Context: an optimization exercise on an open-source flow, tuned for small area. The choices shown serve that exercise and are no tape-out recipe. Function was checked by simulation only, so behaviour that the tests miss may differ from the original. No activity file was given, so power comes from the tool's default toggle rates.

==> flow/design.v <==
module rbfc_ao222n (
    input  logic a0, s0, a1, s1, a2, s2,
    output logic y
);
    assign y = ~((a0 & s0) | (a1 & s1) | (a2 & s2));
endmodule
module rbfc_ao22n (
    input  logic a0, s0, a1, s1,
    output logic y
);
    assign y = ~((a0 & s0) | (a1 & s1));
endmodule
module rbfc_o22ai (
    input  logic a0, a1, b0, b1,
    output logic y
);
    assign y = ~((a0 | a1) & (b0 | b1));
endmodule
module rbfc_o21ai (
    input  logic a0, a1, b,
    output logic y
);
    assign y = ~((a0 | a1) & b);
endmodule
module rbfc_aor #(
    parameter int N = 2
) (
    input  logic [N-1:0] d,
    input  logic [N-1:0] s,
    output logic         y
);
    localparam int M = (N + 2) / 3 + ((N % 3) == 2 ? 1 : 0);
    if (M == 1) begin : g_flat
        assign y = |(d & s);
    end else begin : g_tree
        logic [M-1:0] t;
        for (genvar m = 0; m < M; m++) begin : g_leaf
            if (3 * m + 2 < N && !((N % 3) == 2 && m >= M - 2)) begin : g3
                rbfc_ao222n u (.a0(d[3*m]), .s0(s[3*m]), .a1(d[3*m+1]), .s1(s[3*m+1]),
                               .a2(d[3*m+2]), .s2(s[3*m+2]), .y(t[m]));
            end else begin : g1
                localparam int K = ((N % 3) == 2 && m == M - 1) ? N - 1 : 3 * m;
                assign t[m] = ~(d[K] & s[K]);
            end
        end
        assign y = ~&t;
    end
endmodule
module rbfc (
    input  logic        clk,
    input  logic        rst,
    input  logic        rx_valid,
    input  logic [7:0]  rx_data,
    input  logic        cmd_valid,
    input  logic [31:0] cmd_data,
    output logic        cmd_ready,
    output logic        rsp_valid,
    output logic [31:0] rsp_data,
    output logic        out_valid,
    output logic [7:0]  out_data,
    output logic        out_last,
    output logic        msg_avail,
    output logic [3:0]  led
);
    localparam logic [7:0] CR = 8'h0D;
    localparam logic [7:0] LF = 8'h0A;
    logic [63:0][7:0] ring;                
    logic [5:0]     head, tail;
    logic [6:0]     occ;
    logic [1:0]     mode;
    logic [15:0]    partial;
    logic [15:0]    exp_len;
    logic [7:0]     pending;
    logic [7:0]     last;
    logic           wait_init;
    logic [3:0]          pfx_valid;
    logic [3:0][4:0]     pfx_len;
    logic [63:0][7:0]    pfx;              
    logic           f_ovf, f_ill, f_psat;
    logic [2:0]     led_q;
    logic           ph_drain;
    logic           pd;                    
    logic [4:0]     pi;                    
    logic [4:0]     lim;                   
    logic [3:0]     pm;                    
    logic [3:0]     pdn;                   
    logic [3:0] op;
    logic       illegal;
    logic       fire;
    assign op   = cmd_data[3:0];
    assign cmd_ready = ~rst & ~ph_drain;
    assign fire = cmd_valid & ~ph_drain & ~illegal;
    always_comb begin
        case (op)
            4'h0: illegal = |cmd_data[31:4];
            4'h1: illegal = |cmd_data[31:5];
            4'h2: illegal = (|cmd_data[31:6]) | (cmd_data[5:4] == 2'd3);
            4'h3: illegal = (|cmd_data[15:6]) | (cmd_data[5:4] == 2'd3);
            4'h4: illegal = |cmd_data[15:4];
            4'h5: illegal = (|cmd_data[31:24]) | (|cmd_data[15:12]) | (|cmd_data[7:6]);
            4'h6: illegal = (|cmd_data[31:13]) | cmd_data[7]
                            | (cmd_data[12] & (|cmd_data[11:8]));
            4'h7: illegal = (|cmd_data[31:7]);
            4'h8: illegal = |cmd_data[31:7];
            default: illegal = 1'b1;
        endcase
    end
    logic c_proc, c_mode, c_len, c_pdata, c_pset, c_read, c_clr;
    assign c_proc  = fire & (op == 4'h1);
    assign c_mode  = fire & ((op == 4'h2) | (op == 4'h3));
    assign c_len   = fire & ((op == 4'h3) | (op == 4'h4));
    assign c_pdata = fire & (op == 4'h5);
    assign c_pset  = fire & (op == 4'h6);
    assign c_read  = fire & (op == 4'h7);
    assign c_clr   = fire & (op == 4'h8);
    logic [1:0]  n_mode;
    logic [15:0] n_exp;
    assign n_mode = c_mode ? cmd_data[5:4] : mode;
    assign n_exp  = c_len ? cmd_data[31:16] : exp_len;
    logic       take;
    logic [7:0] v;
    logic       vnz;
    logic [63:0] tsel;
    assign take = ph_drain & (occ != 7'd0);
    always_comb
        for (int i = 0; i < 64; i++) tsel[i] = take & (tail == 6'(i));
    for (genvar k = 0; k < 8; k++) begin : g_rd
        logic [63:0] col;
        for (genvar i = 0; i < 64; i++) begin : g_col
            assign col[i] = ring[i][k];
        end
        rbfc_aor #(64) u_rd (.d(col), .s(tsel), .y(v[k]));
    end
    assign vnz = |v;
    logic [15:0] psel;
    logic [3:0][7:0] pb;
    always_comb
        for (int j = 0; j < 16; j++) psel[j] = (pi[3:0] == 4'(j));
    for (genvar s = 0; s < 4; s++) begin : g_ps
        for (genvar k = 0; k < 8; k++) begin : g_pk
            logic [15:0] col;
            for (genvar j = 0; j < 16; j++) begin : g_col
                assign col[j] = pfx[16*s+j][k];
            end
            rbfc_aor #(16) u_pr (.d(col), .s(psel), .y(pb[s][k]));
        end
    end
    logic [3:0] pm_n, pdn_n, hit;
    logic       pin_lim;
    assign pin_lim = (pi < lim);
    always_comb begin
        for (int s = 0; s < 4; s++) begin
            logic ended;
            ended = pdn[s] | pi[4] | (pi >= pfx_len[s]) | (pb[s] == 8'd0);
            pdn_n[s] = ended;
            pm_n[s] = pm[s] & (ended | ((v == pb[s]) & pin_lim));
            hit[s]  = pfx_valid[s] & pm_n[s];
        end
    end
    logic [2:0] kind;
    always_comb begin
        if (pi == 5'd0)                 kind = 3'd6;
        else if (wait_init & hit[2])    kind = 3'd1;
        else if (hit[0])                kind = 3'd2;
        else if (hit[1])                kind = 3'd3;
        else if (hit[3])                kind = 3'd4;
        else                            kind = 3'd5;
    end
    logic drain_end;
    assign drain_end = ph_drain & ~vnz;
    logic late;
    assign late = c_mode & (cmd_data[5:4] == 2'd2) & (partial >= n_exp);
    logic lastCR, bCR, bLF;
    assign lastCR = (last == CR);
    assign bCR    = (rx_data == CR);
    assign bLF    = (rx_data == LF);
    logic rx_cr, rx_b, rx_close;
    logic len_ge;
    logic [16:0] psum;
    logic [15:0] pnew;
    assign psum = {1'b0, late ? 16'd0 : partial} + 17'(rx_b) + 17'(rx_cr);
    assign pnew = psum[16] ? 16'hFFFF : psum[15:0];
    assign len_ge = (pnew >= n_exp);
    always_comb begin
        rx_cr = 1'b0; rx_b = 1'b0; rx_close = 1'b0;
        if (rx_valid) begin
            if (n_mode[1]) begin
                rx_b = 1'b1;
                rx_close = len_ge;
            end else if (n_mode[0]) begin
                rx_b = ~bLF;
                rx_close = bLF;
            end else begin
                rx_cr    = lastCR & ~bCR & ~bLF;
                rx_b     = bCR ? lastCR : ~(bLF & lastCR);
                rx_close = bLF & lastCR;
            end
        end
    end
    logic [1:0] nput;
    assign nput = 2'(late) + 2'(rx_cr) + 2'(rx_b) + 2'(rx_close);
    logic [6:0] occ_h;
    assign occ_h = occ - 7'(take);
    logic f1, f2, f3;
    assign f1 = (occ_h <= 7'd63);
    assign f2 = (occ_h <= 7'd62);
    assign f3 = (occ_h <= 7'd61);
    logic e1, e2, e3;
    assign e1 = (nput >= 2'd1) & f1;
    assign e2 = (nput >= 2'd2) & f2;
    assign e3 = (nput == 2'd3) & f3;
    logic [1:0] nsucc;
    logic [2:0] odelta;
    assign nsucc  = {e2, e1 ^ e2 ^ e3};
    assign odelta = {1'b0, nsucc} - 3'(take);
    logic ovf_set;
    assign ovf_set = ((nput >= 2'd1) & ~f1) | ((nput >= 2'd2) & ~f2) | ((nput == 2'd3) & ~f3);
    logic [1:0] pos_cr, pos_b;
    assign pos_cr = head[1:0] + 2'(late);
    assign pos_b  = head[1:0] + 2'(late) + 2'(rx_cr);
    logic [3:0][7:0] bus;
    always_comb begin
        for (int j = 0; j < 4; j++) begin
            if (rx_b && pos_b == 2'(j))        bus[j] = rx_data;
            else if (rx_cr && pos_cr == 2'(j)) bus[j] = CR;
            else                               bus[j] = 8'd0;
        end
    end
    logic [15:0] bdec;
    logic [3:0]  lane_cur, lane_nxt;
    logic [63:0] we;
    always_comb begin
        for (int b = 0; b < 16; b++) bdec[b] = (head[5:2] == 4'(b));
        for (int j = 0; j < 4; j++) begin
            logic [1:0] k;
            logic       en;
            k  = 2'(j) - head[1:0];
            en = (k == 2'd0) ? e1 : (k == 2'd1) ? e2 : (k == 2'd2) ? e3 : 1'b0;
            lane_cur[j] = en & (2'(j) >= head[1:0]);
            lane_nxt[j] = en & (2'(j) <  head[1:0]);
        end
    end
    for (genvar i = 0; i < 64; i++) begin : g_we
        rbfc_o22ai u (.a0(~bdec[i / 4]), .a1(~lane_cur[i % 4]),
                      .b0(~bdec[(i / 4 + 15) % 16]), .b1(~lane_nxt[i % 4]), .y(we[i]));
    end
    always_ff @(posedge clk) begin
        for (int i = 0; i < 64; i++)
            if (we[i]) ring[i] <= bus[i % 4];
    end
    logic [5:0] paddr;
    assign paddr = {cmd_data[5:4], cmd_data[11:8]};
    logic [63:0] pwe;
    for (genvar j = 0; j < 64; j++) begin : g_pwe
        rbfc_o21ai u (.a0(~(c_pdata & (paddr[5:4] == 2'(j / 16)))), .a1(~(paddr[3:0] == 4'(j % 16))),
                      .b(~rst), .y(pwe[j]));
    end
    logic [7:0] pdata;
    assign pdata = rst ? 8'd0 : cmd_data[23:16];
    always_ff @(posedge clk) begin
        for (int j = 0; j < 64; j++)
            if (pwe[j]) pfx[j] <= pdata;
    end
    logic sk, sr, sr0, sr1, sr2, sr3;
    logic [3:0] sp;
    assign sk  = ph_drain;
    assign sr  = ~ph_drain & cmd_data[1];
    assign sr0 = sr & (cmd_data[6:4] == 3'd0);
    assign sr1 = sr & (cmd_data[6:4] == 3'd1);
    assign sr2 = sr & (cmd_data[6:4] == 3'd2);
    assign sr3 = sr & (cmd_data[6:4] == 3'd3);
    always_comb
        for (int s = 0; s < 4; s++) sp[s] = sr & cmd_data[6] & (cmd_data[5:4] == 2'(s));
    logic [31:0] rsp_n;
    rbfc_aor #(9) u_rsp0 (.d({pfx_len[3][0], pfx_len[2][0], pfx_len[1][0], pfx_len[0][0], head[0], exp_len[0], occ[0], mode[0], kind[0]}), .s({sp[3], sp[2], sp[1], sp[0], sr3, sr2, sr1, sr0, sk}), .y(rsp_n[0]));
    rbfc_aor #(9) u_rsp1 (.d({pfx_len[3][1], pfx_len[2][1], pfx_len[1][1], pfx_len[0][1], head[1], exp_len[1], occ[1], mode[1], kind[1]}), .s({sp[3], sp[2], sp[1], sp[0], sr3, sr2, sr1, sr0, sk}), .y(rsp_n[1]));
    rbfc_aor #(9) u_rsp2 (.d({pfx_len[3][2], pfx_len[2][2], pfx_len[1][2], pfx_len[0][2], head[2], exp_len[2], occ[2], wait_init, kind[2]}), .s({sp[3], sp[2], sp[1], sp[0], sr3, sr2, sr1, sr0, sk}), .y(rsp_n[2]));
    rbfc_aor #(8) u_rsp3 (.d({pfx_len[3][3], pfx_len[2][3], pfx_len[1][3], pfx_len[0][3], head[3], exp_len[3], occ[3], f_ovf}), .s({sp[3], sp[2], sp[1], sp[0], sr3, sr2, sr1, sr0}), .y(rsp_n[3]));
    rbfc_aor #(8) u_rsp4 (.d({pfx_len[3][4], pfx_len[2][4], pfx_len[1][4], pfx_len[0][4], head[4], exp_len[4], occ[4], f_ill}), .s({sp[3], sp[2], sp[1], sp[0], sr3, sr2, sr1, sr0}), .y(rsp_n[4]));
    rbfc_aor #(8) u_rsp5 (.d({pfx_valid[3], pfx_valid[2], pfx_valid[1], pfx_valid[0], head[5], exp_len[5], occ[5], f_psat}), .s({sp[3], sp[2], sp[1], sp[0], sr3, sr2, sr1, sr0}), .y(rsp_n[5]));
    rbfc_aor #(2) u_rsp6 (.d({exp_len[6], occ[6]}), .s({sr2, sr1}), .y(rsp_n[6]));
    rbfc_aor #(1) u_rsp7 (.d({exp_len[7]}), .s({sr2}), .y(rsp_n[7]));
    rbfc_aor #(2) u_rsp8 (.d({exp_len[8], led_q[0]}), .s({sr2, sr0}), .y(rsp_n[8]));
    rbfc_aor #(2) u_rsp9 (.d({exp_len[9], led_q[1]}), .s({sr2, sr0}), .y(rsp_n[9]));
    rbfc_aor #(2) u_rsp10 (.d({exp_len[10], led_q[2]}), .s({sr2, sr0}), .y(rsp_n[10]));
    rbfc_aor #(1) u_rsp11 (.d({exp_len[11]}), .s({sr2}), .y(rsp_n[11]));
    rbfc_aor #(1) u_rsp12 (.d({exp_len[12]}), .s({sr2}), .y(rsp_n[12]));
    rbfc_aor #(1) u_rsp13 (.d({exp_len[13]}), .s({sr2}), .y(rsp_n[13]));
    rbfc_aor #(1) u_rsp14 (.d({exp_len[14]}), .s({sr2}), .y(rsp_n[14]));
    rbfc_aor #(1) u_rsp15 (.d({exp_len[15]}), .s({sr2}), .y(rsp_n[15]));
    rbfc_aor #(4) u_rsp16 (.d({tail[0], partial[0], pending[0], last[0]}), .s({sr3, sr2, sr1, sr0}), .y(rsp_n[16]));
    rbfc_aor #(4) u_rsp17 (.d({tail[1], partial[1], pending[1], last[1]}), .s({sr3, sr2, sr1, sr0}), .y(rsp_n[17]));
    rbfc_aor #(4) u_rsp18 (.d({tail[2], partial[2], pending[2], last[2]}), .s({sr3, sr2, sr1, sr0}), .y(rsp_n[18]));
    rbfc_aor #(4) u_rsp19 (.d({tail[3], partial[3], pending[3], last[3]}), .s({sr3, sr2, sr1, sr0}), .y(rsp_n[19]));
    rbfc_aor #(4) u_rsp20 (.d({tail[4], partial[4], pending[4], last[4]}), .s({sr3, sr2, sr1, sr0}), .y(rsp_n[20]));
    rbfc_aor #(4) u_rsp21 (.d({tail[5], partial[5], pending[5], last[5]}), .s({sr3, sr2, sr1, sr0}), .y(rsp_n[21]));
    rbfc_aor #(3) u_rsp22 (.d({partial[6], pending[6], last[6]}), .s({sr2, sr1, sr0}), .y(rsp_n[22]));
    rbfc_aor #(3) u_rsp23 (.d({partial[7], pending[7], last[7]}), .s({sr2, sr1, sr0}), .y(rsp_n[23]));
    rbfc_aor #(1) u_rsp24 (.d({partial[8]}), .s({sr2}), .y(rsp_n[24]));
    rbfc_aor #(1) u_rsp25 (.d({partial[9]}), .s({sr2}), .y(rsp_n[25]));
    rbfc_aor #(1) u_rsp26 (.d({partial[10]}), .s({sr2}), .y(rsp_n[26]));
    rbfc_aor #(1) u_rsp27 (.d({partial[11]}), .s({sr2}), .y(rsp_n[27]));
    rbfc_aor #(1) u_rsp28 (.d({partial[12]}), .s({sr2}), .y(rsp_n[28]));
    rbfc_aor #(1) u_rsp29 (.d({partial[13]}), .s({sr2}), .y(rsp_n[29]));
    rbfc_aor #(1) u_rsp30 (.d({partial[14]}), .s({sr2}), .y(rsp_n[30]));
    rbfc_aor #(1) u_rsp31 (.d({partial[15]}), .s({sr2}), .y(rsp_n[31]));
    logic [8:0] psum9;
    logic [7:0] pend3;
    logic       psat_set;
    logic       pdec;
    logic [8:0] pdelta;
    assign pdec     = c_proc & msg_avail;
    assign pdelta   = pdec ? (rx_close ? 9'd0 : 9'h1FF) : 9'(late) + 9'(rx_close);
    assign psum9    = {1'b0, pending} + pdelta;
    assign psat_set = psum9[8];
    assign pend3    = psat_set ? 8'hFF : psum9[7:0];
    always_ff @(posedge clk) begin
        rsp_data <= rsp_n;
        out_data <= v;
        if (c_proc) begin
            pd  <= cmd_data[4];
            lim <= occ[6:4] != 3'd0 ? 5'd16 : {1'b0, occ[3:0]};
            pm  <= 4'hF;
            pdn <= 4'h0;
            pi  <= 5'd0;
        end else if (ph_drain) begin
            pm  <= pm_n;
            pdn <= pdn_n;
            if (vnz & ~pi[4]) pi <= pi + 5'd1;
        end
    end
    always_ff @(posedge clk) begin
        if (rst) begin
            head      <= '0;
            tail      <= '0;
            occ       <= '0;
            mode      <= 2'd0;
            partial   <= '0;
            exp_len   <= '0;
            pending   <= '0;
            last      <= '0;
            wait_init <= 1'b0;
            pfx_valid <= '0;
            pfx_len   <= '0;
            f_ovf     <= 1'b0;
            f_ill     <= 1'b0;
            f_psat    <= 1'b0;
            led_q     <= '0;
            ph_drain  <= 1'b0;
            rsp_valid <= 1'b0;
            out_valid <= 1'b0;
        end else begin
            head <= head + 6'(nsucc);
            tail <= tail + 6'(take);
            occ  <= occ + {{5{odelta[2]}}, odelta[1:0]};
            mode <= n_mode;
            exp_len <= n_exp;
            partial <= rx_close ? 16'd0 : pnew;
            pending <= pend3;
            if (rx_valid) last <= rx_data;
            if (c_pset & (cmd_data[5:4] == 2'd2)) wait_init <= 1'b1;
            else if (drain_end & wait_init & hit[2]) wait_init <= 1'b0;
            if (c_pset) begin
                pfx_valid[cmd_data[5:4]] <= cmd_data[6];
                pfx_len[cmd_data[5:4]]   <= cmd_data[12:8];
            end
            f_ill  <= (cmd_valid & ~ph_drain & illegal) | (f_ill & ~(c_clr & cmd_data[5]));
            f_ovf  <= ovf_set  | (f_ovf  & ~(c_clr & cmd_data[4]));
            f_psat <= psat_set | (f_psat & ~(c_clr & cmd_data[6]));
            led_q[0] <= led_q[0] ^ rx_valid;
            led_q[1] <= led_q[1] ^ rx_close;
            led_q[2] <= led_q[2] ^ (rx_valid & (rx_data == 8'd0));
            if (c_proc & (pending != 8'd0)) ph_drain <= 1'b1;
            else if (drain_end)             ph_drain <= 1'b0;
            rsp_valid <= drain_end | c_read | (c_proc & (pending == 8'd0));
            out_valid <= ph_drain & pd;
        end
    end
    assign msg_avail = (pending != 8'd0);
    assign led       = {1'b0, led_q};
    assign out_last  = (out_data == 8'd0);
endmodule
==> flow/flow/run.sh <==
#!/bin/bash
set -euo pipefail
cd "$(dirname "$0")/.."
bash standard.sh \
  "CTS_ARGS=-sink_clustering_enable -repair_clock_nets -dont_use_dummy_load -buf_list sky130_fd_sc_hd__clkbuf_16 -sink_clustering_size 30 -sink_clustering_max_diameter 60" \
  "BUFFER_PORTS_ARGS=-buffer_cell sky130_fd_sc_hd__buf_1" \
  finish > standard.log 2>&1
==> flow/standard.sh <==
#!/bin/bash
# synth_recipe.tcl (not shown) runs the flow's synth.tcl, then flattens the netlist and writes it again
# the make line also repeats each setting of config.mk as NAME=value (left out here)
make -C /OpenROAD-flow-scripts/flow DESIGN_CONFIG=/design/flow/config.mk WORK_HOME=/design/flow/orfs CLKGATE_MAP_FILE= SYNTH_SCRIPT=/design/flow/synth_recipe.tcl "${@:-finish}"
==> flow/config.mk <==
export PLATFORM = sky130hd
export DESIGN_NAME = rbfc
export DESIGN_NICKNAME = rbfc
export VERILOG_FILES = /design/flow/design.v
export SDC_FILE = /design/flow/constraint.sdc
export NUM_CORES = 4
export LEC_CHECK = 0
export CAP_MARGIN = 20
export CORE_MARGIN = 2
export CORE_UTILIZATION = 70
export GPL_TIMING_DRIVEN = 0
export SLEW_MARGIN = 20
export SYNTH_HIERARCHICAL = 1
==> flow/constraint.sdc <==
create_clock -name core_clock -period 12.0 [get_ports {clk}]
set_input_delay 2.4000 -clock core_clock [delete_from_list [all_inputs] [get_ports {clk}]]
set_output_delay 2.4000 -clock core_clock [all_outputs]
set_load 0.01 [all_outputs]
==> impl_metrics.toml, run 1 <==
[timing]
rsz0062_at_grt = "yes"
setup_viol = 2
drv_slew = 0
post-route-period-util = 1.01
fin_crit_ns = 12.14
setup_ws_ns = -0.136
max_freq_mhz = 82.4
tns_ns = -0.176
tightest_slew_ns = 1.29
slew_headroom = 0.140
hold_violations = 0
clock_skew_ns = 0.0733

[final_layout]
final_cell_mix = "edfxtp_1 (1,030), a222oi_1 (351), nor2_1 (163)"
drive_above_1_share = 0.0992
final_common_cell = "edfxtp_1"
fin_cells = 3978
fin_nets = 3257
antenna-diode-count = 0
syn_to_final_growth_pct = 10.8

[clocking]
cts_max_path_buffers = 3
clockRootBuffer = "clkbuf_16"
clock_latency_ns = 0.67
clock-sinks = 1186
h-tree-depth = 2
cts_tree = "yes"
hold_buffers = 0
clk_pin_slew_worst_paths_ns = 0.07
tritoncts.num_buffers = 54

[synthesis]
synth-seq-area-share = 0.739
synth_cell_types = 81
synth_edf_count = 1030
synth_area_mm2 = 0.0461
async_reset_ff_frac = 0
syn_inst = 2885
avgSynthCellArea_um2 = 16.0
ys_ff_latch = 1186
ys.flop_type = "edfxtp_1"
yosysWarnings = 7

[pwr]
worst_ir_drop_vdd_mv = 0.188
power_frac_clock = 0.263
p_switching_uw = 1780
power_density_mw_per_mm2 = 146
p_int_uw = 5690
p_leak_uw = 0.0169
power_frac_comb = 0.105
swShare = 0.238
p_seq_frac = 0.632
power_uw = 7470

[run]
cap_violations = 0

[global_routing]
track_usage = 0.386
grt_pass1_vias = 29006
grt_overflow = 0
antenna_found_initial = 0
grt_first_pass_wirelength_mm = 189
grt_start_max_net_pins = 74

[critical_path]
cp-start-kind = "input pin"
end_kind = "flop"
cpPeakStageDelay_ns = 0.62
crit_type = "input pin to flop"
crit_required_ns = 12.47
critPathArrivalTime_ns = 12.61
cp_slowest_cell = "or4_4"
worstPathMaxFanout = 4
path_common_cell = "ha_4"

[placement]
dp_cells = 3882
gp_congestion = 1.02
port_buffers = 86
hpwl_mm = 87.2

[die]
chipWidth_um = 261
core_mm2 = 0.0655
die-area_mm2 = 0.0679
pin_count = 93
start_util = 0.703
dieHeight_um = 261
row_count = 94

[route]
routedWlPerCell_um = 33.8
first_iter_violations = 6509
vias_per_cell = 7.68
drcViolationCount = 0
drt_wl_total_mm = 135
ant_nets = 0
vias = 30564
first_pass_iters = 15

[status]
status = "complete, but fails checks"
failed_checks = "negative setup slack"

[worst_hold_path]
hold_path.class = "flop to flop"
## Yosys stat by module, one instance, submodules excluded, a selection
module       cells  flops+latches  times used
rbfc_ao222n      1              0         349
rbfc_o22ai       1              0          64
rbfc          2203           1186           1
rbfc_o21ai       1              0          64
## worst max-delay path: cells and delay by family
kind / cells / cell delay (ns)
compound gates: 17 / 3.57
simple gates: 14 / 2.66
fa+ha+maj: 9 / 2.53
buf+inv: 7 / 0.76
xor+xnor: 2 / 0.34
mux: 1 / 0.32
## power by group through the flow
| stage | Clock (µW) | Combinational, µW | Sequential, µW |
|---|---|---|---|
| after floorplan | 0 | 427 | 4780 |
| after global placement | 0 | 684 | 4800 |
| after detailed placement | 0 | 723 | 4810 |
| after CTS | 1960 | 735 | 4720 |
| after global routing | 2090 | 826 | 4730 |
| final | 1970 | 785 | 4720 |
## Yosys cell counts, types with 10 or more instances
library cell / instances / area share
nor4_1: 32 / 0.0043
dfxtp_1: 156 / 0.068
a21oi_1: 60 / 0.0065
mux2i_1: 25 / 0.0054
clkbuf_1: 43 / 0.0035
a222oi_1: 351 / 0.076
edfxtp_1: 1030 / 0.67
o21ai_0: 38 / 0.0041
nor3_1: 17 / 0.0018
nand3_1: 44 / 0.0048
a21o_1: 29 / 0.0047
o22ai_1: 64 / 0.0087
and3_1: 54 / 0.0073
xnor2_1: 37 / 0.0070
nand2b_1: 14 / 0.0019
ha_1: 92 / 0.025
and2_1: 61 / 0.0083
inv_1: 64 / 0.0052
nor2_1: 166 / 0.014
nand4_1: 84 / 0.011
xor2_1: 36 / 0.0068
nor2b_1: 34 / 0.0046
a211oi_1: 17 / 0.0028
o21ai_1: 64 / 0.0070
buf_1: 10 / 0.00081
a22o_1: 28 / 0.0053
nand2_1: 125 / 0.010
## timing repair
item	CTS	global route
gates cloned	1	0
resized for setup	82	142
pin swaps	22	50
setup endpoints to repair	535	532
endpoints found under the hold margin	0	0
buffers inserted	21	23
## metrics by stage
stage / hold WS, ns / worst slack [ns] / utilization / cell area [µm²]
floorplan: 0.426 / -0.100 / - / 46200
global placement: 0.440 / -3.21 / 0.727 / 47600
CTS: 0.457 / 0.0260 / 0.763 / 50000
global route: 0.472 / -0.417 / 0.779 / 51000
detailed placement: 0.442 / -2.84 / 0.733 / 48000
finish: 0.456 / -0.136 / 0.779 / 51000
## sequential cells by signal (all words and copies together), names as in the netlist, 2 cells and up
register   cells
head           6
pm             4
pfx_valid      4
pdn            4
pi             5
rsp_data      32
lim            5
led_q          3
occ            7
tail           6
exp_len       16
last           8
out_data       8
pfx_len       20
ring         512
pfx          512
partial       16
mode           2
pending        8
## routing by layer
metal / global-route usage / routed length, µm / up-vias
met5: 0 / 0 / -
met3: 0.0673 / 16600 / 539
met1: 0.513 / 45500 / 14885
met4: 0.213 / 9480 / 0
met2: 0.615 / 62900 / 2575
li1: - / - / 12565
## cell type report
| cell class | instances | area (µm²) |
|---|---|---|
| Multi-Input combinational cell | 1609 | 13000 |
| Buffer | 54 | 231 |
| Sequential cell | 1186 | 34100 |
| Timing Repair Buffer | 147 | 1040 |
| Tap cell | 864 | 1080 |
| Inverter | 64 | 240 |
| Clock buffer | 54 | 1350 |
| Fill cell | 3565 | 14500 |
## logic make-up (layout without fill, tap and decap cells)
group / count (synthesis) / after routing / share of synthesized area
DFF: 1186 / 1186 / 0.739
AOI/OAI and AO/OA: 714 / 714 / 0.128
and+or+nand+nor: 664 / 664 / 0.0746
buffers and inverters: 121 / 319 / 0.0102
adders and majority gates: 97 / 97 / 0.0272
xor gates and xnor gates: 74 / 74 / 0.0142
muxes: 27 / 27 / 0.00592
other: 2 / 33 / 0.000163
## worst paths after layout
path                                   from          end  slack [ns]  depth (start not counted)
worst max-delay path            cmd_data[8]       occ[6]       -0.14                         50
worst min register to register   exp_len[7]  rsp_data[7]        0.46                          1
worst max register to register     ph_drain       occ[6]        2.48                         46
worst min-delay path             exp_len[7]  rsp_data[7]        0.46                          1
==> run 2, diff against run 1 <==
--- a/flow/design.v
+++ b/flow/design.v
@@ -170,5 +170,7 @@
     assign drain_end = ph_drain & ~vnz;
     logic late;
-    assign late = c_mode & (cmd_data[5:4] == 2'd2) & (partial >= n_exp);
+    logic [15:0] late_exp;
+    assign late_exp = cmd_data[0] ? cmd_data[31:16] : exp_len;
+    assign late = c_mode & (cmd_data[5:4] == 2'd2) & (partial >= late_exp);
     logic lastCR, bCR, bLF;
     assign lastCR = (last == CR);
@@ -178,8 +180,9 @@
     logic len_ge;
     logic [16:0] psum;
-    logic [15:0] pnew;
-    assign psum = {1'b0, late ? 16'd0 : partial} + 17'(rx_b) + 17'(rx_cr);
-    assign pnew = psum[16] ? 16'hFFFF : psum[15:0];
-    assign len_ge = (pnew >= n_exp);
+    logic [15:0] pnew_nl, pnew;
+    assign psum    = {1'b0, partial} + 17'(rx_b) + 17'(rx_cr);
+    assign pnew_nl = psum[16] ? 16'hFFFF : psum[15:0];
+    assign pnew    = late ? 16'(rx_b) : pnew_nl;
+    assign len_ge  = late ? (n_exp[15:1] == 15'd0) : (pnew_nl >= n_exp);
     always_comb begin
         rx_cr = 1'b0; rx_b = 1'b0; rx_close = 1'b0;
@@ -236,5 +239,5 @@
             logic       en;
             k  = 2'(j) - head[1:0];
-            en = (k == 2'd0) ? e1 : (k == 2'd1) ? e2 : (k == 2'd2) ? e3 : 1'b0;
+            en = (k == 2'd0) ? f1 : (k == 2'd1) ? f2 : (k == 2'd2) ? f3 : 1'b0;
             lane_cur[j] = en & (2'(j) >= head[1:0]);
             lane_nxt[j] = en & (2'(j) <  head[1:0]);
@@ -331,16 +334,21 @@
     end
     always_ff @(posedge clk) begin
+        if (rst | c_mode)   mode    <= rst ? 2'd0  : cmd_data[5:4];
+        if (rst | c_len)    exp_len <= rst ? 16'd0 : cmd_data[31:16];
+        if (rst | rx_valid) last    <= rst ? 8'd0  : rx_data;
+        for (int s = 0; s < 4; s++)
+            if (rst | (c_pset & (cmd_data[5:4] == 2'(s)))) begin
+                pfx_valid[s] <= rst ? 1'b0 : cmd_data[6];
+                pfx_len[s]   <= rst ? 5'd0 : cmd_data[12:8];
+            end
+    end
+    always_ff @(posedge clk) begin
         if (rst) begin
             head      <= '0;
             tail      <= '0;
             occ       <= '0;
-            mode      <= 2'd0;
             partial   <= '0;
-            exp_len   <= '0;
             pending   <= '0;
-            last      <= '0;
             wait_init <= 1'b0;
-            pfx_valid <= '0;
-            pfx_len   <= '0;
             f_ovf     <= 1'b0;
             f_ill     <= 1'b0;
@@ -354,15 +362,8 @@
             tail <= tail + 6'(take);
             occ  <= occ + {{5{odelta[2]}}, odelta[1:0]};
-            mode <= n_mode;
-            exp_len <= n_exp;
             partial <= rx_close ? 16'd0 : pnew;
             pending <= pend3;
-            if (rx_valid) last <= rx_data;
             if (c_pset & (cmd_data[5:4] == 2'd2)) wait_init <= 1'b1;
             else if (drain_end & wait_init & hit[2]) wait_init <= 1'b0;
-            if (c_pset) begin
-                pfx_valid[cmd_data[5:4]] <= cmd_data[6];
-                pfx_len[cmd_data[5:4]]   <= cmd_data[12:8];
-            end
             f_ill  <= (cmd_valid & ~ph_drain & illegal) | (f_ill & ~(c_clr & cmd_data[5]));
             f_ovf  <= ovf_set  | (f_ovf  & ~(c_clr & cmd_data[4]));
--- a/flow/config.mk
+++ b/flow/config.mk
@@ -6,8 +6,8 @@
 export NUM_CORES = 4
 export LEC_CHECK = 0
-export CAP_MARGIN = 20
+export CAP_MARGIN = 10
 export CORE_MARGIN = 2
 export CORE_UTILIZATION = 70
 export GPL_TIMING_DRIVEN = 0
-export SLEW_MARGIN = 20
+export SLEW_MARGIN = 10
 export SYNTH_HIERARCHICAL = 1
==> run 2 against run 1 <==
Clock skew up 0.015 ns. Cell area down 1.3%. Critical path type unchanged. Clock-buffer cell count up 5. Die area up 1.7%. Synthesized cell count up 1.7%. Power up 1.6%. Area after synthesis up 1.8%. Sequential share of layout area up 1.9 points. Non-clock buffer count down 36. Now clean on timing, DRC and antenna. Register-to-register slack worse by 0.24 ns.
==> impl_metrics.toml, run 2 <==
[placement]
place_ws_ns = -0.534
gp_congestion = 0.949
port_buffers = 84
hpwl_mm = 87.6

[die]
chipWidth_um = 263
pin_count = 93
dieHeight_um = 263
core_mm2 = 0.0660
row_count = 94
die-area_mm2 = 0.0690
start_util = 0.710

[timing]
post-route-period-util = 0.974
clock_skew_ns = 0.0881
setup_viol = 0
drv_slew = 0
hold_violations = 0
fin_crit_ns = 11.68
tightest_slew_ns = 1.37
finalHoldWorstSlack_ns = 0.467
slew_headroom = 0.0826
max_freq_mhz = 85.6
tns_ns = 0
setup_ws_ns = 0.317

[pwr]
power_density_mw_per_mm2 = 151
p_switching_uw = 1780
swShare = 0.235
p_seq_frac = 0.631
p_leak_uw = 0.0173
worst_ir_drop_vdd_mv = 0.199
power_uw = 7590
power_frac_comb = 0.099
p_int_uw = 5810
power_frac_clock = 0.269

[final_layout]
drive_above_1_share = 0.0486
reg_top3 = "pfx (512), ring (512), rsp_data (32)"
multi_input_area_mm2 = 0.0121
fin_nets = 3267
final_cell_mix = "edfxtp_1 (1,080), a222oi_1 (351), nand2_1 (170)"
seqCellArea_mm2 = 0.0346
syn_to_final_growth_pct = 7.43
fin_util = 0.763
nFillCells = 3886
final_common_cell = "edfxtp_1"

[critical_path]
cpPeakStageDelay_ns = 0.49
crit_type = "input pin to flop"
critPathArrivalTime_ns = 12.16
cp_slowest_cell = "fa_1"
worstRegToRegCells = 42
cp-start-kind = "input pin"
path_common_cell = "ha_1"
end_kind = "flop"
crit_required_ns = 12.47
worstPathMaxFanout = 10

[synthesis]
synth_top_area_frac = 0.692
syn_inst = 2934
synth_cell_types = 78
synth_edf_count = 1080
synth_top_cell_by_area = "edfxtp_1"
async_reset_ff_frac = 0
yosysWarnings = 7
synthTopCellsByArea = "edfxtp_1 (69%), a222oi_1 (7.5%), dfxtp_1 (4.5%), ha_1 (2.3%), nand2_1 (1.4%)"
synth_area_mm2 = 0.0469
ys.flop_type = "edfxtp_1"
avgSynthCellArea_um2 = 16.0
synth-seq-area-share = 0.737
synth.most_common_cell = "edfxtp_1"
synthTopCellsByCount = "edfxtp_1 (1,080), a222oi_1 (351), nand2_1 (170)"
ys_ff_latch = 1186

[run]
cap_violations = 0

[clocking]
clock_latency_ns = 0.68
clockRootBuffer = "clkbuf_16"
clk_pin_slew_worst_paths_ns = 0.08
tritoncts.num_buffers = 59
h-tree-depth = 2
clock-sinks = 1186
cts_tree = "yes"
cts_max_path_buffers = 3
hold_buffers = 0

[route]
first_iter_violations = 6393
ant_nets = 0
drt_wl_total_mm = 131
drcViolationCount = 0
routedWlPerCell_um = 32.9
first_pass_iters = 13
vias = 30786
vias_per_cell = 7.71

[global_routing]
groute.layer.met3.usage = 0.0716
grt_first_pass_wirelength_mm = 191
track_usage = 0.376
use_met2 = 0.598
grt_overflow = 0
grt_start_max_net_pins = 65
grt_busiest_layer = "met2"
grt_pass1_vias = 29359
antenna_found_initial = 5
met1_usage = 0.514

[status]
status = "complete, no violations"

[worst_hold_path]
hold_path.class = "flop to flop"
holdPathStages = 1
==> run 2: stage by stage <==
step / std cells / area (µm²)
after floorplan: 2965 / 47000
after global placement: 3913 / 48400
after detailed placement: 3927 / 48800
after CTS: 3986 / 50200
after global routing: 3995 / 50400
final: 3995 / 50400
==> run 2: kinds of logic after synthesis <==
group	synth area share
and+or+nand+nor	0.0840
DFF	0.737
AOI/OAI and AO/OA	0.121
xor gates and xnor gates	0.0136
adders and majority gates	0.0254
other	0.000160
muxes	0.00857
buffers and inverters	0.0102
==> run 2: cell type report <==
class	count	area share
plain buffers	60	0.00519
repair buffers	105	0.0133
diodes	2	0.0000994
flip-flops and latches	1186	0.686
clock buffers	59	0.0293
multi-input cells	1661	0.240
well taps	864	0.0215
inverters	58	0.00435
==> run 2: power by group through the flow <==
stage / combinational (µW) / clock (µW) / sequential [µW]
global placement: 683 / 0 / 4870
global route: 792 / 2180 / 4810
finish: 753 / 2050 / 4790
CTS: 728 / 2050 / 4790
floorplan: 435 / 0 / 4850
detailed placement: 725 / 0 / 4880
==> run 2: worst max-delay path: cells and delay by family <==
kind / cells / cell delay (ns)
XOR/XNOR: 2 / 0.31
buffers and inverters: 6 / 0.89
AND/OR/NAND/NOR: 15 / 3.22
AO/OA/AOI/OAI: 10 / 2.35
adder cells (fa/ha/maj): 8 / 2.51
multiplexers: 2 / 0.45
==> run 2: what timing repair did <==
action                                  CTS  global route
hold endpoints to repair                  0             0
gates resized for setup                   0             7
endpoints found under the setup margin    0            13
setup buffers                             0             6
==> run 2: worst paths after layout <==
| path | startpoint | end | slack, ns |
|---|---|---|---|
| worst max-delay path | cmd_data[27] | occ[6] | 0.32 |
| worst min-delay path | pm[3] | pm[3] | 0.47 |
| worst max register to register | ph_drain | occ[6] | 2.24 |
| worst min register to register | pm[3] | pm[3] | 0.47 |
==> run 2: modules after synthesis (local to each module, per instance), excerpt <==
module | times used | area (µm²)
rbfc | 1 | 41500
rbfc_o21ai | 64 | 5.00
rbfc_ao222n | 349 | 10.0
rbfc_o22ai | 64 | 6.26
==> run 2: layer usage <==
layer | share of wire | wire length, µm
met1 | 0.35 | 45400
met2 | 0.47 | 62100
met3 | 0.13 | 17000
met4 | 0.052 | 6840
met5 | 0 | 0
==> run 3, diff against run 2 <==
--- a/flow/design.v
+++ b/flow/design.v
@@ -148,9 +148,9 @@
     logic [3:0] pm_n, pdn_n, hit;
     logic       pin_lim;
-    assign pin_lim = (pi < lim);
+    assign pin_lim = (pi != lim);
     always_comb begin
         for (int s = 0; s < 4; s++) begin
             logic ended;
-            ended = pdn[s] | pi[4] | (pi >= pfx_len[s]) | (pb[s] == 8'd0);
+            ended = pdn[s] | (pi == pfx_len[s]) | (pb[s] == 8'd0);
             pdn_n[s] = ended;
             pm_n[s] = pm[s] & (ended | ((v == pb[s]) & pin_lim));
@@ -170,7 +170,5 @@
     assign drain_end = ph_drain & ~vnz;
     logic late;
-    logic [15:0] late_exp;
-    assign late_exp = cmd_data[0] ? cmd_data[31:16] : exp_len;
-    assign late = c_mode & (cmd_data[5:4] == 2'd2) & (partial >= late_exp);
+    assign late = c_mode & (cmd_data[5:4] == 2'd2) & (partial >= n_exp);
     logic lastCR, bCR, bLF;
     assign lastCR = (last == CR);
@@ -245,6 +243,10 @@
     end
     for (genvar i = 0; i < 64; i++) begin : g_we
-        rbfc_o22ai u (.a0(~bdec[i / 4]), .a1(~lane_cur[i % 4]),
-                      .b0(~bdec[(i / 4 + 15) % 16]), .b1(~lane_nxt[i % 4]), .y(we[i]));
+        if (i % 4 == 3) begin : g_l3    
+            assign we[i] = bdec[i / 4] & lane_cur[3];
+        end else begin : g_l
+            rbfc_o22ai u (.a0(~bdec[i / 4]), .a1(~lane_cur[i % 4]),
+                          .b0(~bdec[(i / 4 + 15) % 16]), .b1(~lane_nxt[i % 4]), .y(we[i]));
+        end
     end
     always_ff @(posedge clk) begin
==> run 3 against run 2 <==
Flip-flop and latch count unchanged. Cell count down 4.0%. Via count is 4.3% lower. Critical path depth shrank 2. Clock skew is 0.027 ns lower. Die area decreased by 2.0%. Area after synthesis fell by 2.0%. Worst setup slack improved by 0.14 ns. Global-route usage increased by 0.066 points. Critical endpoint unchanged. Largest cell class unchanged.
==> impl_metrics.toml, run 3 <==
[status]
status = "complete, no violations"

[critical_path]
cp-start-kind = "input pin"
path_common_cell = "ha_1"
worstRegToRegCells = 39
cp_slowest_cell = "or4_4"
end_kind = "flop"
crit_type = "input pin to flop"
critPathArrivalTime_ns = 12.01
r2r_setup_slack_ns = 2.74
crit_required_ns = 12.47
cpPeakStageDelay_ns = 0.70
worstReg2RegStart = "ph_drain"
reg2reg_to = "occ[6]"
worstPathMaxFanout = 10

[route]
vias = 29450
drt_wl_total_mm = 127
first_iter_violations = 6591
ant_nets = 0
first_pass_iters = 14
drcViolationCount = 0
vias_per_cell = 7.68
routedWlPerCell_um = 33.0

[timing]
post-route-period-util = 0.962
slew_headroom = 0.124
clock_skew_ns = 0.0609
fin_crit_ns = 11.54
drv_slew = 0
hold_violations = 0
rsz0062_at_grt = "no"
setup_viol = 0
tightest_slew_ns = 1.31
max_freq_mhz = 86.7

[die]
core_mm2 = 0.0647
chipWidth_um = 260
die-area_mm2 = 0.0677
start_util = 0.710
row_count = 93
pin_count = 93
dieHeight_um = 260

[clocking]
clock_latency_ns = 0.67
hold_buffers = 0
clockRootBuffer = "clkbuf_16"
tritoncts.num_buffers = 58
h-tree-depth = 2
clk_pin_slew_worst_paths_ns = 0.06
clock-sinks = 1186
cts_tree = "yes"
cts_max_path_buffers = 3

[synthesis]
syn_inst = 2804
synth_cell_types = 79
avgSynthCellArea_um2 = 16.4
synthTopCellsByCount = "edfxtp_1 (1,080), a222oi_1 (351), nand2_1 (145), nor2_1 (145), dfxtp_1 (106)"
yosysWarnings = 7
synth_top_cell_by_area = "edfxtp_1"
synthTopCellsByArea = "edfxtp_1 (71%), a222oi_1 (7.7%), dfxtp_1 (4.6%), ha_1 (1.7%), nand2_1 (1.2%)"
synth_top_area_frac = 0.706
ys_ff_latch = 1186
async_reset_ff_frac = 0
synth_edf_count = 1080
ys.flop_type = "edfxtp_1"
synth.most_common_cell = "edfxtp_1"
synth-seq-area-share = 0.753
synth_area_mm2 = 0.0459

[global_routing]
grt_overflow = 0
grt_pass1_vias = 28264
grt_start_max_net_pins = 65
antenna_found_initial = 2
grt_first_pass_wirelength_mm = 184
track_usage = 0.376

[final_layout]
final_common_cell = "edfxtp_1"
final_area_mm2 = 0.0493
drive_above_1_share = 0.0490
nFillCells = 3785
final_cell_mix = "edfxtp_1 (1,080), a222oi_1 (351), nand2_1 (145)"
syn_to_final_growth_pct = 7.46
reg_top3 = "pfx (512), ring (512), rsp_data (32)"
fin_nets = 3095

[run]
cap_violations = 0

[pwr]
power_density_mw_per_mm2 = 151
p_leak_uw = 0.0167
power_uw = 7460
worst_ir_drop_vdd_mv = 0.153

[worst_hold_path]
holdPathStages = 1
holdPathEnd = "pm[1]"
min_from = "pm[1]"
hold_path.class = "flop to flop"

[placement]
hpwl_mm = 84.3
placed_cell_area_mm2 = 0.0478
port_buffers = 85
gp_congestion = 1.01
[run 3: power breakdown]
group	internal [µW]	switching, µW
Sequential	4700	67.4
Combinational	196	472
Clock	857	1170
Total	5750	1710
[run 3: cell type report]
| cell class | count | area [µm²] | share of cell area |
|---|---|---|---|
| multi-input combinational | 1544 | 11200 | 0.227 |
| timing repair buffer | 104 | 713 | 0.0145 |
| tap | 855 | 1070 | 0.0217 |
| buffer | 55 | 225 | 0.00456 |
| inverter | 34 | 128 | 0.00259 |
| clock buffer | 58 | 1450 | 0.0294 |
| sequential | 1186 | 34600 | 0.700 |
| antenna | 1 | 2.50 | 0.0000507 |
[run 3: kinds of logic after synthesis]
kind of cell | after synthesis | synth area share
flops | 1186 | 0.753
simple gates | 694 | 0.0784
compound gates | 643 | 0.118
xor+xnor | 101 | 0.0194
buf+inv | 89 | 0.00768
fa+ha+maj | 68 | 0.0193
mux | 21 | 0.00474
other cells | 2 | 0.000164
[run 3: stage by stage]
stage,std cells,setup TNS [ns],setup WS [ns],hold WS (ns),utilization
floorplan,2819,0,1.25,0.426,-
global placement,3759,-0.108,-0.108,0.435,0.732
detailed placement,3777,-0.329,-0.244,0.439,0.739
CTS,3835,0,0.375,0.452,0.762
global route,3836,0,0.0324,0.491,0.763
finish,3837,0,0.460,0.455,0.763
[run 3: Yosys stat by module, one instance, submodules excluded, excerpt]
module / copies in the design / cells inside / area [µm²]
rbfc_o21ai: 64 / 1 / 5.00
rbfc: 1 / 2138 / 40600
rbfc_o22ai: 48 / 1 / 6.26
rbfc_ao222n: 349 / 1 / 10.0
[run 3: how the worst max path moves through the flow]
| stage | slack (ns) | start | cells after the start | endpoint |
|---|---|---|---|---|
| finish | 0.46 | cmd_data[9] | 41 | occ[6] |
| global route | 0.03 | cmd_data[9] | 41 | occ[6] |
| CTS | 0.37 | cmd_data[24] | 41 | occ[6] |
| detailed placement | -0.24 | cmd_data[24] | 41 | occ[6] |
| global placement | -0.11 | cmd_data[24] | 41 | occ[6] |
| floorplan | 1.25 | cmd_data[10] | 41 | occ[6] |
[run 3: timing repair]
| action | CTS | global route |
|---|---|---|
| setup buffers | 0 | 1 |
| setup endpoints to repair | 0 | 2 |
| resized for setup | 0 | 3 |
[run 3: layer usage]
| metal | GRT usage | wire length (µm) |
|---|---|---|
| met5 | 0 | 13 |
| met4 | 0.117 | 4320 |
| met3 | 0.0980 | 20100 |
| met2 | 0.568 | 57800 |
| met1 | 0.548 | 44500 |
[run 3: worst max-delay path, delay by kind of cell]
kind,cells,cell delay (ns)
buffers and inverters,5,0.72
multiplexers,2,0.57
AO/OA/AOI/OAI,11,2.32
XOR/XNOR,2,0.31
adder cells (fa/ha/maj),8,2.30
AND/OR/NAND/NOR,13,3.40
==> run 4, diff against run 3 <==
==> flow/flow/run.sh (replaced) <==
#!/bin/bash
set -euo pipefail
cd "$(dirname "$0")/.."
bash standard.sh \
  "CTS_ARGS=-sink_clustering_enable -repair_clock_nets -dont_use_dummy_load -buf_list sky130_fd_sc_hd__buf_12 -sink_clustering_size 30 -sink_clustering_max_diameter 60" \
  "BUFFER_PORTS_ARGS=-buffer_cell sky130_fd_sc_hd__buf_1" \
  finish > standard.log 2>&1
==> run 4 against run 3 <==
Cell count about the same. Non-clock buffer count increased by 1. Highest routed layer unchanged. Synthesized cell count is the same. Global-route usage down 0.32 points. Largest power group unchanged. Flip-flop and latch count did not move. Sequential share of layout area grew 0.40 points. Critical path type unchanged. Wire length shrank 0.83%. Power shrank 1.2%.
==> impl_metrics.toml, run 4 <==
[timing]
drv_slew = 0
max_freq_mhz = 86.8
rsz0062_at_grt = "no"
post-route-period-util = 0.960
setup_viol = 0
setup_ws_ns = 0.481
tightest_slew_ns = 1.34
tns_ns = 0
hold_violations = 0
slew_headroom = 0.108
clock_skew_ns = 0.0661
finalHoldWorstSlack_ns = 0.456
fin_crit_ns = 11.52

[placement]
place_ws_ns = -0.244
gp_congestion = 1.01
port_buffers = 85
hpwl_mm = 84.3

[die]
dieHeight_um = 260
die-area_mm2 = 0.0677
chipWidth_um = 260
pin_count = 93
start_util = 0.710
row_count = 93
core_mm2 = 0.0647

[synthesis]
synth_top_cell_by_area = "edfxtp_1"
synth_area_mm2 = 0.0459
avgSynthCellArea_um2 = 16.4
yosysWarnings = 7
synth.most_common_cell = "edfxtp_1"
synth_cell_types = 79
synth_edf_count = 1080
synth_top_area_frac = 0.706
synthTopCellsByCount = "edfxtp_1 (1,080), a222oi_1 (351), nand2_1 (145), nor2_1 (145), dfxtp_1 (106)"
ys_ff_latch = 1186
synthTopCellsByArea = "edfxtp_1 (71%), a222oi_1 (7.7%), dfxtp_1 (4.6%), ha_1 (1.7%), nand2_1 (1.2%)"
synth-seq-area-share = 0.753
ys.flop_type = "edfxtp_1"
syn_inst = 2804
async_reset_ff_frac = 0

[run]
cap_violations = 0

[clocking]
clock-sinks = 1186
cts_max_path_buffers = 3
clockRootBuffer = "buf_12"
clk_pin_slew_worst_paths_ns = 0.06
clock_latency_ns = 0.62
tritoncts.num_buffers = 58
h-tree-depth = 2
hold_buffers = 0
cts_tree = "yes"

[global_routing]
grt_pass1_vias = 28172
grt_first_pass_wirelength_mm = 183
track_usage = 0.373
grt_start_max_net_pins = 65
antenna_found_initial = 3
grt_overflow = 0

[route]
drt_wl_total_mm = 126
vias = 29293
first_pass_iters = 13
ant_nets = 0
vias_per_cell = 7.63
routedWlPerCell_um = 32.8
first_iter_violations = 6507
drcViolationCount = 0

[final_layout]
syn_to_final_growth_pct = 6.85
reg_top3 = "pfx (512), ring (512), rsp_data (32)"
final_cell_mix = "edfxtp_1 (1,080), a222oi_1 (351), nand2_1 (145)"
drive_above_1_share = 0.0493
fin_nets = 3096
final_common_cell = "edfxtp_1"
fin_util = 0.758

[critical_path]
cp_slowest_cell = "or4_4"
path_common_cell = "ha_1"
crit_type = "input pin to flop"
cp-start-kind = "input pin"
end_kind = "flop"
critPathArrivalTime_ns = 11.94
worstPathMaxFanout = 10
crit_required_ns = 12.42
cpPeakStageDelay_ns = 0.65

[pwr]
worst_ir_drop_vdd_mv = 0.140
power_density_mw_per_mm2 = 150
p_leak_uw = 0.0165

[status]
status = "complete, no violations"

[worst_hold_path]
hold_path.class = "flop to flop"
-- run 4: cell count changes in the layout (fill, tap and decap cells not counted), sizes merged --
cell	previous run	this run
buf	116	175
clkbuf	101	43
-- run 4: path summary, 6_finish.rpt --
check	slack [ns]	startpoint	cells after the start	to
worst max register to register	2.76	ph_drain	39	occ[6]
worst min register to register	0.46	pm[1]	1	pm[1]
worst min-delay path	0.46	pm[1]	1	pm[1]
worst max-delay path	0.48	cmd_data[9]	41	occ[6]
-- run 4: stage by stage --
| step | total power (µW) | instance area (µm²) | std cells |
|---|---|---|---|
| floorplan | 5210 | 46000 | 2819 |
| global placement | 5450 | 47400 | 3759 |
| detailed placement | 5500 | 47800 | 3777 |
| CTS | 7360 | 49000 | 3835 |
| global route | 7550 | 49100 | 3837 |
| finish | 7370 | 49100 | 3838 |
-- run 4: final cells by class --
type                            count  area [µm²]
Inverter                           34         128
Buffer                             55         225
Clock buffer                       58        1160
Timing Repair Buffer              105         721
Multi-Input combinational cell   1544       11200
Fill cell                        3839       15600
Tap cell                          855        1070
Antenna cell                        1        2.50
Sequential cell                  1186       34600
-- run 4: critical path: cells and delay by family --
family / cells / cell delay [ns]
simple gates: 13 / 3.31
fa+ha+maj: 8 / 2.31
compound gates: 11 / 2.31
buf+inv: 5 / 0.72
mux: 2 / 0.57
xor+xnor: 2 / 0.31
-- run 4: timing repair --
action / in CTS / in global routing
hold endpoints to repair: 0 / 0
setup endpoints to repair: 0 / 2
gates resized for setup: 0 / 3
buffers inserted: 0 / 2
-- run 4: modules after synthesis, one instance, submodules excluded, excerpt --
module	cells inside	area [µm²]	times used	flip-flops and latches
rbfc	2138	40600	1	1186
rbfc_ao222n	1	10.0	349	0
rbfc_o21ai	1	5.00	64	0
rbfc_o22ai	1	6.26	48	0
-- run 4: routing by layer --
layer  track usage  up-vias  part of all wire
met5             0        -           0.00029
met4         0.111        4             0.033
met3        0.0961      298              0.16
met2         0.563     2556              0.45
met1         0.547    14300              0.35
li1              -    12135                 -
-- run 4: kinds of logic (layout without fill, tap and decap cells) --
| logic type | count (synthesis) | in the layout | share of synthesized area |
|---|---|---|---|
| other | 2 | 18 | 0.000164 |
| xor gates and xnor gates | 101 | 101 | 0.0194 |
| buffers and inverters | 89 | 252 | 0.00768 |
| adders and majority gates | 68 | 68 | 0.0193 |
| and+or+nand+nor | 694 | 694 | 0.0784 |
| muxes | 21 | 21 | 0.00474 |
| AOI/OAI and AO/OA | 643 | 643 | 0.118 |
| DFF | 1186 | 1186 | 0.753 |
-- run 4: power by group --
| part | switching, µW | total, µW | internal (µW) |
|---|---|---|---|
| logic | 471 | 667 | 196 |
| clock network | 1190 | 1940 | 746 |
| registers | 66.8 | 4770 | 4700 |
| total | 1730 | 7370 | 5640 |
==> run 5, diff against run 4 <==
--- a/flow/config.mk
+++ b/flow/config.mk
@@ -8,5 +8,5 @@
 export CAP_MARGIN = 10
 export CORE_MARGIN = 2
-export CORE_UTILIZATION = 70
+export CORE_UTILIZATION = 75
 export GPL_TIMING_DRIVEN = 0
 export SLEW_MARGIN = 10
==> run 5 against run 4 <==
Register-to-register slack better by 0.07 ns. Fmax is 0.43% higher. Critical path depth stayed put. Non-clock buffer count is 1 lower. Worst hold slack better by 0.011 ns. First-iteration DRC count is 1.4% higher. Via count is 1.3% higher. Flip-flop and latch count stayed put. Clock skew is 0.017 ns higher. Combinational power is 3.4% lower. Sequential share of layout area is 0.26 points higher.
==> impl_metrics.toml, run 5 <==
[clocking]
cts_max_path_buffers = 3
h-tree-depth = 2
clock_latency_ns = 0.64
tritoncts.num_buffers = 55
clock-sinks = 1186
clk_pin_slew_worst_paths_ns = 0.07
cts_tree = "yes"
clockRootBuffer = "buf_12"
hold_buffers = 0

[synthesis]
ys_ff_latch = 1186
yosysWarnings = 7
synth_top_family_by_area = "compound AO/OA/AOI/OAI gates"
synth.most_common_cell = "edfxtp_1"
synthSimpleGateAreaFrac = 0.0784
synth-compound-area-share = 0.118
synth_top_area_frac = 0.706
ys.flop_type = "edfxtp_1"
avgSynthCellArea_um2 = 16.4
synthXorXnorAreaFrac = 0.0194
synth_area_mm2 = 0.0459
synth_edf_count = 1080
synth_cell_types = 79
synth-seq-area-share = 0.753
synth_mux_area_frac = 0.00474
synth_fa_ha_area_frac = 0.0193
synth_top_cell_by_area = "edfxtp_1"
synthTopCellsByArea = "edfxtp_1 (71%), a222oi_1 (7.7%), dfxtp_1 (4.6%), ha_1 (1.7%), nand2_1 (1.2%)"
synthTopCellsByCount = "edfxtp_1 (1,080), a222oi_1 (351), nand2_1 (145), nor2_1 (145), dfxtp_1 (106)"
async_reset_ff_frac = 0
syn_inst = 2804

[global_routing]
grt_first_pass_wirelength_mm = 180
antenna_found_initial = 2
grt_start_max_net_pins = 46
track_usage = 0.391
grt_overflow = 0
grt_pass1_vias = 28721

[timing]
setup_viol = 0
post-route-period-util = 0.956
drv_slew = 0
clock_skew_ns = 0.0826
hold_violations = 0
max_freq_mhz = 87.2
slew_headroom = 0.109
rsz0062_at_grt = "no"
fin_crit_ns = 11.47
tightest_slew_ns = 1.32

[die]
row_count = 90
chipWidth_um = 251
core_mm2 = 0.0605
pin_count = 93
die-area_mm2 = 0.0632
start_util = 0.759
dieHeight_um = 251

[final_layout]
reg_top3 = "pfx (512), ring (512), rsp_data (32)"
fin_cells = 3762
final_common_cell = "edfxtp_1"
final_area_mm2 = 0.0489
syn_to_final_growth_pct = 6.46
final_cell_mix = "edfxtp_1 (1,080), a222oi_1 (351), nand2_1 (145)"
fin_nets = 3092
drive_above_1_share = 0.0473

[route]
wl_met1_mm = 42.0
first_pass_iters = 13
vias = 29669
vias_per_cell = 7.89
drcViolationCount = 0
first_iter_violations = 6600
ant_nets = 0
routed-wl-met3_mm = 20.3
route.top_layer_used = "met5"
routedWlPerCell_um = 32.9
routed-wl-met2_mm = 56.3
drt_wl_total_mm = 124

[critical_path]
path_common_cell = "ha_1"
worstReg2RegStart = "ph_drain"
cp_slowest_cell = "or4_4"
end_kind = "flop"
crit_required_ns = 12.44
cpPeakStageDelay_ns = 0.68
crit_type = "input pin to flop"
critPathArrivalTime_ns = 11.91
worstPathMaxFanout = 10
cp_top_family = "simple AND/OR/NAND/NOR gates"
crit_path_start = "cmd_data[9]"
cp-start-kind = "input pin"
critPathBufInv = 5

[worst_hold_path]
hold_path.class = "flop to flop"
min_from = "pm[2]"

[placement]
dp_cells = 3701
gp_congestion = 0.993
hpwl_mm = 83.9
placed_cell_area_mm2 = 0.0477
port_buffers = 85

[status]
status = "complete, no violations"

[run]
cap_violations = 0

[pwr]
p_leak_uw = 0.0165
worst_ir_drop_vdd_mv = 0.150
power_density_mw_per_mm2 = 150
==> run 5: cell counts after synthesis <==
Identical to the previous run, type by type.
==> run 5: per-module statistics from Yosys (local to each module, per instance), a selection <==
| module | flip-flops and latches | cells | cell area (µm²) | times used |
|---|---|---|---|---|
| rbfc_o21ai | 0 | 1 | 5.00 | 64 |
| rbfc_o22ai | 0 | 1 | 6.26 | 48 |
| rbfc | 1186 | 2138 | 40600 | 1 |
| rbfc_ao222n | 0 | 1 | 10.0 | 349 |
==> run 5: kinds of logic after synthesis <==
kind of cell / count (synthesis)
xor+xnor: 101
fa+ha+maj: 68
flops: 1186
other cells: 2
simple gates: 694
buf+inv: 89
mux: 21
compound gates: 643
==> run 5: timing repair <==
item,CTS,global route
gates resized for setup,0,3
setup buffers,0,2
setup endpoints to repair,0,2
==> run 5: path summary, 6_finish.rpt <==
path                            slack [ns]  depth (start not counted)      to
worst max register to register        2.83                         39  occ[6]
worst max-delay path                  0.53                         41  occ[6]
worst min register to register        0.47                          1   pm[2]
worst min-delay path                  0.47                          1   pm[2]
==> run 5: final cells by class <==
class	count	area (µm²)
sequential	1186	34600
fill	3181	11600
multi-input combinational	1544	11200
clock buffer	55	1100
tap	782	978
timing repair buffer	104	697
buffer	55	225
inverter	34	128
antenna	2	5.00
==> run 5: layer usage <==
metal,vias to the layer above,GRT usage
met4,2,0.135
li1,12142,-
met1,14387,0.549
met2,2769,0.604
met5,-,0
met3,369,0.110
==> run 5: power by group <==
part	switching, µW	internal (µW)	total [µW]
clock	1190	709	1900
sequential	68.4	4700	4770
combinational	456	188	644
total	1710	5600	7310
==> run 5: through the flow <==
stage	utilization	total power [µW]	setup WS (ns)	TNS [ns]	hold slack [ns]
floorplan	-	5210	1.25	0	0.426
global placement	0.782	5420	-0.112	-0.112	0.433
detailed placement	0.789	5480	-0.210	-0.286	0.442
CTS	0.807	7280	0.381	0	0.466
global route	0.808	7470	0.0598	0	0.485
finish	0.808	7310	0.530	0	0.467
==> run 6, diff against run 5 <==
==> flow/flow/run.sh (replaced) <==
#!/bin/bash
set -euo pipefail
cd "$(dirname "$0")/.."
bash standard.sh \
  REMOVE_ABC_BUFFERS=1 \
  "CTS_ARGS=-sink_clustering_enable -repair_clock_nets -dont_use_dummy_load -buf_list sky130_fd_sc_hd__buf_12 -sink_clustering_size 30 -sink_clustering_max_diameter 60" \
  "BUFFER_PORTS_ARGS=-buffer_cell sky130_fd_sc_hd__buf_1" \
  finish > standard.log 2>&1
==> run 6 against run 5 <==
Die area unchanged. Critical path depth decreased by 1. Sequential power about the same. Cell count decreased by 1.4%. Wire length decreased by 2.5%. Flip-flop and latch count unchanged. Largest power group unchanged. Register-to-register slack got worse by 0.19 ns. Power decreased by 0.78%. Clock power decreased by 2%. Largest cell class unchanged. Sequential share of layout area increased by 0.33 points. Via count decreased by 1.5%.
==> impl_metrics.toml, run 6 <==
[timing]
hold_violations = 0
max_freq_mhz = 87.2
clock_skew_ns = 0.100
post-route-period-util = 0.956
slew_headroom = 0.108
setup_ws_ns = 0.532
fin_crit_ns = 11.47
setup_viol = 0
finalHoldWorstSlack_ns = 0.469
drv_slew = 0
rsz0062_at_grt = "no"
tightest_slew_ns = 1.33

[synthesis]
avgSynthCellArea_um2 = 16.4
yosysWarnings = 7
ys.flop_type = "edfxtp_1"
synth-seq-area-share = 0.753
synth_edf_count = 1080
async_reset_ff_frac = 0
synthTopCellsByArea = "edfxtp_1 (71%), a222oi_1 (7.7%), dfxtp_1 (4.6%), ha_1 (1.7%), nand2_1 (1.2%)"
synth_top_area_frac = 0.706
synth_cell_types = 79
synthTopCellsByCount = "edfxtp_1 (1,080), a222oi_1 (351), nand2_1 (145), nor2_1 (145), dfxtp_1 (106)"
ys_ff_latch = 1186
synth.most_common_cell = "edfxtp_1"
syn_inst = 2804
synth_area_mm2 = 0.0459
synth_top_cell_by_area = "edfxtp_1"

[placement]
hpwl_mm = 80.4
place_ws_ns = -0.389
port_buffers = 91
gp_congestion = 1.01

[die]
core_mm2 = 0.0605
pin_count = 93
chipWidth_um = 251
row_count = 90
die-area_mm2 = 0.0632
start_util = 0.759
dieHeight_um = 251

[critical_path]
path_common_cell = "ha_1"
worstPathMaxFanout = 23
critPathArrivalTime_ns = 11.92
cp_top_family = "simple AND/OR/NAND/NOR gates"
cp_slowest_cell = "or4_4"
crit_required_ns = 12.45
cpPeakStageDelay_ns = 0.73
crit_type = "input pin to flop"
end_kind = "flop"
critPathBufInv = 4
cp-start-kind = "input pin"

[clocking]
hold_buffers = 0
clk_pin_slew_worst_paths_ns = 0.08
cts_max_path_buffers = 3
post_cts_buffers = 0
clockRootBuffer = "buf_12"
tritoncts.num_buffers = 54
h-tree-depth = 2
cts_tree = "yes"
clock_latency_ns = 0.63
clock-sinks = 1186

[final_layout]
syn_to_final_growth_pct = 5.97
fin_nets = 3043
drive_above_1_share = 0.0454
final_cell_mix = "edfxtp_1 (1,080), a222oi_1 (351), nand2_1 (145)"
reg_top3 = "pfx (512), ring (512), rsp_data (32)"
antenna-diode-count = 0
fin_util = 0.805
final_common_cell = "edfxtp_1"

[pwr]
worst_ir_drop_vdd_mv = 0.148
power_density_mw_per_mm2 = 149
p_leak_uw = 0.0164

[status]
status = "complete, no violations"

[route]
vias = 29237
ant_nets = 0
first_iter_violations = 6125
first_pass_iters = 14
vias_per_cell = 7.88
routedWlPerCell_um = 32.5
drcViolationCount = 0
drt_wl_total_mm = 121

[global_routing]
antenna_found_initial = 1
grt_pass1_vias = 28358
grt_overflow = 0
grt_start_max_net_pins = 47
track_usage = 0.378
grt_first_pass_wirelength_mm = 174

[run]
cap_violations = 0

[worst_hold_path]
hold_path.class = "flop to flop"
-- run 6: cell counts after synthesis --
No cell type changed its count.
-- run 6: Yosys stat by module, one instance, submodules excluded, excerpt --
module | area (µm²) | times used | flops+latches | cells inside
rbfc | 40600 | 1 | 1186 | 2138
rbfc_ao222n | 10.0 | 349 | 0 | 1
rbfc_o21ai | 5.00 | 64 | 0 | 1
rbfc_o22ai | 6.26 | 48 | 0 | 1
-- run 6: layer usage --
metal	global-route usage	share of wire	up-vias
met2	0.585	0.46	2579
met3	0.0911	0.15	393
li1	-	-	12011
met5	0	0.00011	-
met1	0.521	0.34	14252
met4	0.173	0.051	2
-- run 6: where the power goes --
group	switching, µW	internal, µW	leakage [µW]	total (µW)
Combinational	429	185	0.00456	614
Clock	1160	697	0.000507	1860
Sequential	81.2	4700	0.0114	4780
-- run 6: worst paths after layout --
path                            slack [ns]  cells after the start     end        start
worst min-delay path                  0.47                      2  f_psat       f_psat
worst max-delay path                  0.53                     40  occ[6]  cmd_data[8]
worst max register to register        2.64                     38  occ[6]     ph_drain
worst min register to register        0.47                      2  f_psat       f_psat
-- run 6: logic make-up (layout without fill, tap and decap cells) --
family                     count (synthesis)  in the layout  share of synthesized area
and+or+nand+nor                          694            694                     0.0784
buffers and inverters                     89            199                    0.00768
DFF                                     1186           1186                      0.753
other                                      2             17                   0.000164
xor gates and xnor gates                 101            101                     0.0194
AOI/OAI and AO/OA                        643            643                      0.118
muxes                                     21             21                    0.00474
adders and majority gates                 68             68                     0.0193
-- run 6: area by class of cell --
class,instances,area [µm²]
clock buffer,54,1080
fill,3239,11800
inverter,34,128
multi-input combinational,1544,11200
sequential,1186,34600
tap,782,978
timing repair buffer,111,718
-- run 6: repair_timing --
item / in CTS / in global routing
endpoints found under the setup margin: 0 / 3
hold endpoints to repair: 0 / 0
gates resized for setup: 0 / 4
-- run 6: per-stage QoR --
| step | TNS (ns) | area [µm²] | power [µW] | instances |
|---|---|---|---|---|
| 5_1_grt | 0 | 48700 | 7430 | 3711 |
| 3_5_place_dp | -0.638 | 47500 | 5460 | 3657 |
| 6_report | 0 | 48700 | 7250 | 3711 |
| 4_1_cts | 0 | 48600 | 7240 | 3711 |
| 2_1_floorplan | 0 | 45700 | 5200 | 2764 |
| 3_3_place_gp | -0.389 | 47100 | 5410 | 3637 |
-- run 6: worst reg2reg max path: cells and delay by family, from the launching register on --
kind / cells / cell delay (ns)
AOI/OAI and AO/OA: 10 / 2.19
xor gates and xnor gates: 2 / 0.30
adders and majority gates: 8 / 2.44
buffers and inverters: 3 / 0.20
DFF: 1 / 0.80
muxes: 2 / 0.53
and+or+nand+nor: 13 / 2.78

-- what the ideal ports hide --
No port has a modelled driver above. Below, the same layouts with a new extraction and two added sets of constraints.
Step 1: set_driving_cell puts a clkbuf_16 on clk and a buf_2 on each other input, an assumption about the parent block.
Step 2 also shifts input and output timing later by t, the mid clock arrival at the registers, as if the neighbouring blocks saw the same clock.
Slacks: no drivers / after step 1 / after step 2; pairs: no drivers / after step 1.
run | shift t [ns] | setup slack, ns | worst data-port slew with drivers (ns) | pins driven straight from the clock port
run 1 | 0.697 | -0.136 / -0.109 / -0.806 | 0.05 | 1
run 2 | 0.707 | 0.317 / 0.364 / -0.343 | 0.10 | 1
run 3 | 0.706 | 0.460 / 0.493 / -0.213 | 0.05 | 1
run 4 | 0.654 | 0.481 / 0.521 / -0.134 | 0.04 | 1
run 5 | 0.662 | 0.530 / 0.575 / -0.087 | 0.04 | 1
run 6 | 0.647 | 0.532 / 0.561 / -0.086 | 0.04 | 1
With both steps, setup timing fails in 5 of these runs, where it was met with ideal ports. For run 3, which loses most, drivers alone change the setup slack by +0.033 ns; drivers and shift together by -0.673 ns.
